Source: an optimization exercise on an open RTL-to-GDS flow (aim: small area, a short achievable clock period and few clock cycles per item). Production flows keep margins and buffers that such runs may drop. In this exercise RTL edits were held to simulation tests only and were not proved equivalent to the original. No activity file was given, so power comes from the tool's default toggle rates.

File: design/flow/config.mk
export PLATFORM = sky130hd
export DESIGN_NAME = sscore_enc
export DESIGN_NICKNAME = sscore_enc
export VERILOG_FILES = /design/flow/design.v
export SDC_FILE = /design/flow/constraint.sdc
export NUM_CORES = 4
export LEC_CHECK = 0
export CAP_MARGIN = 20
export CORE_MARGIN = 2
export CORE_UTILIZATION = 40
export SLEW_MARGIN = 20
File: design/flow/constraint.sdc
create_clock -name core_clock -period 8.0 [get_ports {clk}]
set_input_delay 1.6000 -clock core_clock [delete_from_list [all_inputs] [get_ports {clk}]]
set_output_delay 1.6000 -clock core_clock [all_outputs]
set_load 0.01 [all_outputs]
File: design/flow/design.v
module sscore_enc (
    input             clk,
    input             rst,         
    input             start,
    input      [47:0] in_len,
    output            idle,
    input             in_valid,
    output            in_ready,
    input       [7:0] in_data,
    output            out_valid,
    input             out_ready,
    output     [15:0] out_cp
);
    localparam T      = 4;
    localparam MAXLEN = 10'd1023;
    localparam [2:0] S_IDLE = 3'd0,
                     S_HDR  = 3'd1,    
                     S_SCAN = 3'd2,    
                     S_RUN  = 3'd3,    
                     S_PAT0 = 3'd4,    
                     S_PAT1 = 3'd5,    
                     S_FIN  = 3'd6;    
    localparam [1:0] K_ZERO = 2'b01, K_FF = 2'b10, K_PAT = 2'b11;
    reg  [2:0]  state;
    reg  [47:0] len_q;       
    reg  [47:0] rem;         
    reg  [1:0]  hidx;        
    reg  [1:0]  kind;        
    reg  [9:0]  cnt;         
    reg  [7:0]  p0, p1;      
    reg         run_done;    
    reg  [7:0]  w [0:7];
    reg  [3:0]  wc;
    reg         ovalid;
    reg  [11:0] osym;
    assign idle      = (state == S_IDLE);
    assign in_ready  = (state != S_IDLE) && (rem != 48'd0) && (wc != 4'd8);
    assign out_valid = ovalid;
    assign out_cp    = {4'hE, osym};
    wire can_emit = !ovalid || out_ready;
    wire push     = in_valid && in_ready;
    wire zero4 = (wc >= 4) && (w[0] == 8'h00) && (w[1] == 8'h00) &&
                 (w[2] == 8'h00) && (w[3] == 8'h00);
    wire ff4   = (wc >= 4) && (w[0] == 8'hFF) && (w[1] == 8'hFF) &&
                 (w[2] == 8'hFF) && (w[3] == 8'hFF);
    wire pat4  = (wc == 8) && (w[2] == w[0]) && (w[4] == w[0]) && (w[6] == w[0]) &&
                 (w[3] == w[1]) && (w[5] == w[1]) && (w[7] == w[1]);
    wire have  = (wc == 4'd8) || (rem == 48'd0);
    wire [7:0] unit     = (kind == K_ZERO) ? 8'h00 : 8'hFF;
    wire       run_more = (kind == K_PAT) ? ((wc >= 2) && (w[0] == p0) && (w[1] == p1))
                                          : ((wc >= 1) && (w[0] == unit));
    wire       run_end  = (kind == K_PAT) ? (((wc >= 2) && !run_more) || ((rem == 48'd0) && (wc < 2)))
                                          : (((wc >= 1) && !run_more) || ((rem == 48'd0) && (wc == 0)));
    reg  [2:0]  n_state;
    reg  [3:0]  pop;
    reg         emit;
    reg  [11:0] esym;
    always @(*) begin
        n_state = state;
        pop     = 4'd0;
        emit    = 1'b0;
        esym    = 12'd0;
        case (state)
            S_HDR: begin
                if (can_emit) begin
                    emit = 1'b1;
                    case (hidx)
                        2'd0: esym = len_q[47:36];
                        2'd1: esym = len_q[35:24];
                        2'd2: esym = len_q[23:12];
                        default: esym = len_q[11:0];
                    endcase
                    if (hidx == 2'd3) n_state = S_SCAN;
                end
            end
            S_SCAN: begin
                if (wc == 4'd0 && rem == 48'd0) begin
                    n_state = S_FIN;
                end else if (have) begin
                    if (zero4 || ff4) begin
                        pop     = 4'd4;
                        n_state = S_RUN;
                    end else if (pat4) begin
                        pop     = 4'd8;
                        n_state = S_RUN;
                    end else if (can_emit) begin
                        pop  = 4'd1;
                        emit = 1'b1;
                        esym = {4'b0000, w[0]};
                    end
                end
            end
            S_RUN: begin
                if (cnt == MAXLEN) begin
                    if (can_emit) begin
                        emit = 1'b1;
                        esym = {kind, cnt};
                        if (kind == K_PAT) n_state = S_PAT0;
                    end
                end else if (run_more) begin
                    pop = (kind == K_PAT) ? 4'd2 : 4'd1;
                end else if (run_end) begin
                    if (cnt == 10'd0) begin
                        n_state = S_SCAN;
                    end else if (can_emit) begin
                        emit = 1'b1;
                        esym = {kind, cnt};
                        n_state = (kind == K_PAT) ? S_PAT0 : S_SCAN;
                    end
                end
            end
            S_PAT0: begin
                if (can_emit) begin
                    emit    = 1'b1;
                    esym    = {4'b0000, p0};
                    n_state = S_PAT1;
                end
            end
            S_PAT1: begin
                if (can_emit) begin
                    emit    = 1'b1;
                    esym    = {4'b0000, p1};
                    n_state = run_done ? S_SCAN : S_RUN;
                end
            end
            S_FIN: begin
                if (!ovalid) n_state = S_IDLE;
            end
            default: begin
                if (start) n_state = S_HDR;
            end
        endcase
    end
    wire [3:0] wc_keep = wc - pop;
    integer j;
    always @(posedge clk) begin
        if (rst) begin
            state  <= S_IDLE;
            wc     <= 4'd0;
            ovalid <= 1'b0;
        end else begin
            state <= n_state;
            for (j = 0; j < 8; j = j + 1) begin
                if (j + pop < wc)
                    w[j] <= w[j + pop];
                else if (push && (j == wc_keep))
                    w[j] <= in_data;
            end
            wc <= wc_keep + {3'b000, push};
            if (push) rem <= rem - 48'd1;
            if (emit) begin
                ovalid <= 1'b1;
                osym   <= esym;
            end else if (out_ready) begin
                ovalid <= 1'b0;
            end
            case (state)
                S_IDLE: if (start) begin
                    len_q <= in_len;
                    rem   <= in_len;
                    hidx  <= 2'd0;
                    wc    <= 4'd0;
                end
                S_HDR: if (emit) hidx <= hidx + 2'd1;
                S_SCAN: begin
                    if (have && (zero4 || ff4)) begin
                        kind <= zero4 ? K_ZERO : K_FF;
                        cnt  <= T;
                    end else if (have && pat4) begin
                        kind <= K_PAT;
                        cnt  <= T;
                        p0   <= w[0];
                        p1   <= w[1];
                    end
                end
                S_RUN: begin
                    if (cnt == MAXLEN) begin
                        if (emit) begin
                            cnt      <= 10'd0;
                            run_done <= 1'b0;
                        end
                    end else if (run_more) begin
                        cnt <= cnt + 10'd1;
                    end else if (emit) begin
                        run_done <= 1'b1;
                    end
                end
                default: ;
            endcase
        end
    end
endmodule
File: design/flow/run.sh
#!/bin/bash
# synth_recipe.tcl (not shown) runs the flow's synth.tcl, then flattens the netlist and writes it again
# the make line also repeats each setting of config.mk as NAME=value (left out here)
make -C /OpenROAD-flow-scripts/flow DESIGN_CONFIG=/design/flow/config.mk WORK_HOME=/design/flow/orfs CLKGATE_MAP_FILE= SYNTH_SCRIPT=/design/flow/synth_recipe.tcl finish
==> summary.txt <==
Cells and area
  – Register area: 0.00626 mm²
  – Area growth from synthesis to layout: 12.6%
  – Layout cells sized above 1: 9.52%
  – Post-layout nets: about 1700
  – Filler cell count: 3515
  – Combined area of the multi-input logic cells: 0.00802 mm²

Placed design
  – Dpl hpwl: 38.0 mm
  – GPL Wtd Cong: 0.965
  – Input/output buffers: 75

CTS
  – CTS Buf Count: 27
  – CTS Hold Bufs: 0
  – Max clock buf depth: 3
  – CTS sink cnt: 211
  – CTS tree: built
  – # Post-CTS Setup Buffers: 0
  – Htree depth: 1
  – Root buffer cell: clkbuf_16
  – Reg clk slew, reported paths: ~60 ps
  – Latest clock arrival within the worst-skew pair: 580 ps
  – # resized after CTS: 0

Min path
  – HP Class: register to register
  – Hold_sp: state[2]

Route
  – Final ANT Viol Nets: 0
  – Total Wirelength: ~57 mm
  – Routed len/inst: 27.4 µm
  – DRC viols: 0
  – Vias per inst: between 6 and 7
  – Initial DRC count: 1906
  – DR pass1 iterations: 11
  – Vias: 13900

Synthesis
  – Dominant cells by area after synthesis: edfxtp_1 (41%), mux2_2 (4.4%), a222oi_1 (4.3%)
  – Yosys reg bits: 211
  – Mapped Avg Cell Area: ~9.4 µm²
  – Ys flop type: edfxtp_1
  – Sequential share of the synthesized area: between 40% and 50%
  – Dominant cell type by area after synthesis: edfxtp_1
  – Asr flop ratio synth: 0%
  – Synth warn: 2
  – Synthesized area: 0.0150 mm²
  – Mapped Cells: 1595
  – Area share of the largest cell type after synthesis: roughly two fifths
  – Number of synthesized flops with an enable pin: 203
  – Yosys cell types: between 70 and 80

STA
  – Final Critical Period: 5990 ps
  – Setup_tns: 0 ps
  – Max-slew violation count: 0
  – Skew final: 17.9 ps
  – Final hold viol count: 0
  – Setup repair after global routing missed its margin: false
  – Worst Max-Slew Pin Slew: 1230 ps
  – Final Cycle Share: 74.9%
  – Final Setup Violations: 0
  – Peak Freq: 167 MHz
  – Slew headroom: 17.2%

Critical path
  – Cells along the critical path: nor4_1 -> nand4_1 -> or4b_4 -> a211oi_2 -> nand4bb_2 -> nand2_2 -> inv_2 -> ha_1 -> ha_1 -> buf_4 -> inv_1 -> ha_1 -> a21oi_1 -> o21ai_1 -> buf_4 -> nor2_1 -> a31oi_1 -> nor2_1
  – CP Launch Point: rem[27]
  – Critical path fanouts, max: 33
  – Slowest cell on crit path: or4b_4
  – Crit start category: register
  – Worst r2r src: rem[27]
  – R2R Setup Slk: approximately 2000 ps
  – CP Capture Point: w[7][2]
  – CP Capture Type: register
  – Crit-path max cell delay: 620 ps
  – Worst path required time: 8210 ps
  – CP Class: register to register
  – WP data arrival: 6200 ps
  – Reg2Reg Depth: 18
  – Reg2reg end: w[7][2]
  – Crit path top cell by count: ha_1

Global route
  – Largest net degree at the start of global routing: 80
  – Vias in the first global route: 13300
  – First-pass GRT wire length: around 83 mm
  – Antenna violations before repair: 1
  – Total Routing Usage GR: 28.5%
  – Global route total overflow: 0

Floorplan
  – Initial Util: 40.8%
  – Die Y: 198 µm
  – Row Count: 70
  – Chip width: 198 µm
  – Core Area: roughly 0.037 mm²
  – Io pins: 80
  – Die area: 0.0391 mm²

Power
  – Max VDD drop: about 0.17 mV
  – PwrDens: 214 mW/mm²
  – Lkg Pwr: approximately 5.6 nW
  – Final total power: 3.61 mW

Run status
  – Status: finished clean

Job
  – MaxCap Viol Count: 0
==> state kept, by name, summed over array words and instances (netlist names), 2 cells and up <==
signal / count
hidx: 2
osym: 12
state: 3
rem: 48
p0: 8
kind: 2
p1: 8
wc: 4
len_q: 48
w: 64
cnt: 10
==> power breakdown <==
group          switching [mW]  internal, mW
clock network           0.505         0.752
logic                   0.514         0.305
registers               0.142          1.40
==> layer usage <==
| metal | vias to the layer above | wire length, µm | track usage [%] | part of all wire (%) |
|---|---|---|---|---|
| li1 | 6090 | - | - | - |
| met1 | 6677 | 22800 | 37.9 | 40 |
| met2 | 924 | 24700 | 44.2 | 44 |
| met3 | 224 | 5810 | 5.93 | 10 |
| met4 | 0 | 3240 | 14.4 | 5.7 |
| met5 | - | 0 | 0 | 0 |
==> final cells by class <==
class	instances	share of cell area, %
sequential	211	37.0
clock inverter	14	1.10
tap	468	3.46
antenna	1	0.0148
multi-input combinational	1184	47.5
inverter	49	1.09
clock buffer	35	4.17
timing repair buffer	103	5.68
==> stage by stage <==
stage               instances  setup WS [ps]  instance area [µm²]  utilization, %  hold WS (ps)
finish                   2065           2010                16900            46.0           572
global route             2064           1590                16900            45.9           594
CTS                      2064           2100                16900            45.9           564
detailed placement       2015           1800                16000            43.5           552
global placement         2015           1930                16000            43.5           558
floorplan                1597           2410                15000               -           424
==> cell families (layout without fill, tap and decap cells) <==
logic type,after synthesis,in the layout,share of synthesized area (%)
simple gates,505,505,16.8
compound gates,452,452,20.7
flops,211,211,41.7
buf+inv,202,201,5.26
xor+xnor,88,88,5.13
mux,83,83,6.02
fa+ha+maj,52,52,4.38
other cells,2,5,0.0500
==> critical path: cells and delay by family (launching register included) <==
family / cells / cell delay [ps]
buffers and inverters: 4 / 910
adder cells (fa/ha/maj): 3 / 1070
AND/OR/NAND/NOR: 7 / 2670
AO/OA/AOI/OAI: 4 / 490
flip-flops: 1 / 440
==> worst min path at each step <==
stage          cells past startpoint        to  slack [ps]
3_5_place_dp                       2  state[2]         550
3_3_place_gp                       2  state[2]         560
4_1_cts                            2  state[2]         560
2_1_floorplan                      0     p0[1]         420
5_1_grt                            2  state[2]         590
6_report                           2  state[2]         570
==> cell usage after synthesis, types with 25 or more instances <==
library cell and instances:
nor3_1 42, inv_1 45, nand2_1 165, o21ai_0 109
mux2i_1 25, xor2_1 39, clkbuf_1 119, nand3_1 39
a21oi_1 87, a221oi_1 31, xnor2_1 49, mux2_2 58
a222oi_1 64, nor4_1 42, nor2_1 102, edfxtp_1 203
ha_1 51
==> layout by cell type (no fill, tap or decap), types with 11 or more instances in the layout <==
| master | count |
|---|---|
| ha_1 | 50 |
| a211oi_1 | 22 |
| a22oi_1 | 21 |
| clkbuf_16 | 27 |
| mux2i_1 | 25 |
| xnor2_1 | 49 |
| nor4_1 | 38 |
| o22ai_1 | 19 |
| nand3_1 | 39 |
| inv_1 | 44 |
| edfxtp_1 | 203 |
| buf_4 | 28 |
| and3_1 | 19 |
| o21ai_0 | 109 |
| a31oi_1 | 24 |
| nor2_1 | 100 |
| nand3b_1 | 11 |
| nand2_1 | 165 |
| a22o_1 | 11 |
| nor3_1 | 42 |
| a21o_1 | 11 |
| clkdlybuf4s50_1 | 75 |
| a221oi_1 | 31 |
| nand4_1 | 19 |
| a21oi_1 | 86 |
| mux2_2 | 58 |
| a222oi_1 | 64 |
| xor2_1 | 39 |
Testbench counts, summed over its fixed seeds: cycles 95,870, bytes 62,998.

separate check: timing with driven ports:
The results above use ideal ports. As a check the final layout listed here was re-extracted and re-timed, cells and wires unchanged.
Step 1 (the two cells are an assumption about what drives the block):
set clk [get_ports {clk}]
set_driving_cell -lib_cell sky130_fd_sc_hd__clkbuf_16 $clk
set_driving_cell -lib_cell sky130_fd_sc_hd__buf_2 [delete_from_list [all_inputs] $clk]
Step 2 also shifts input and output timing later by t, the mid clock arrival at the registers, as if the neighbouring blocks saw the same clock.
Three values: no drivers, after step 1, after step 2; two values: the first two.
t (ns): 0.622
setup slack, ns: 2.012 / 2.012 / 1.718
slew at the worst register clock pin (ns): 0.06 / 0.06
cell pins on the clock port's net: 1
After both steps this run still meets setup and hold. The setup slack of this run moves by 0.000 ns with the drivers and by -0.294 ns with both steps.
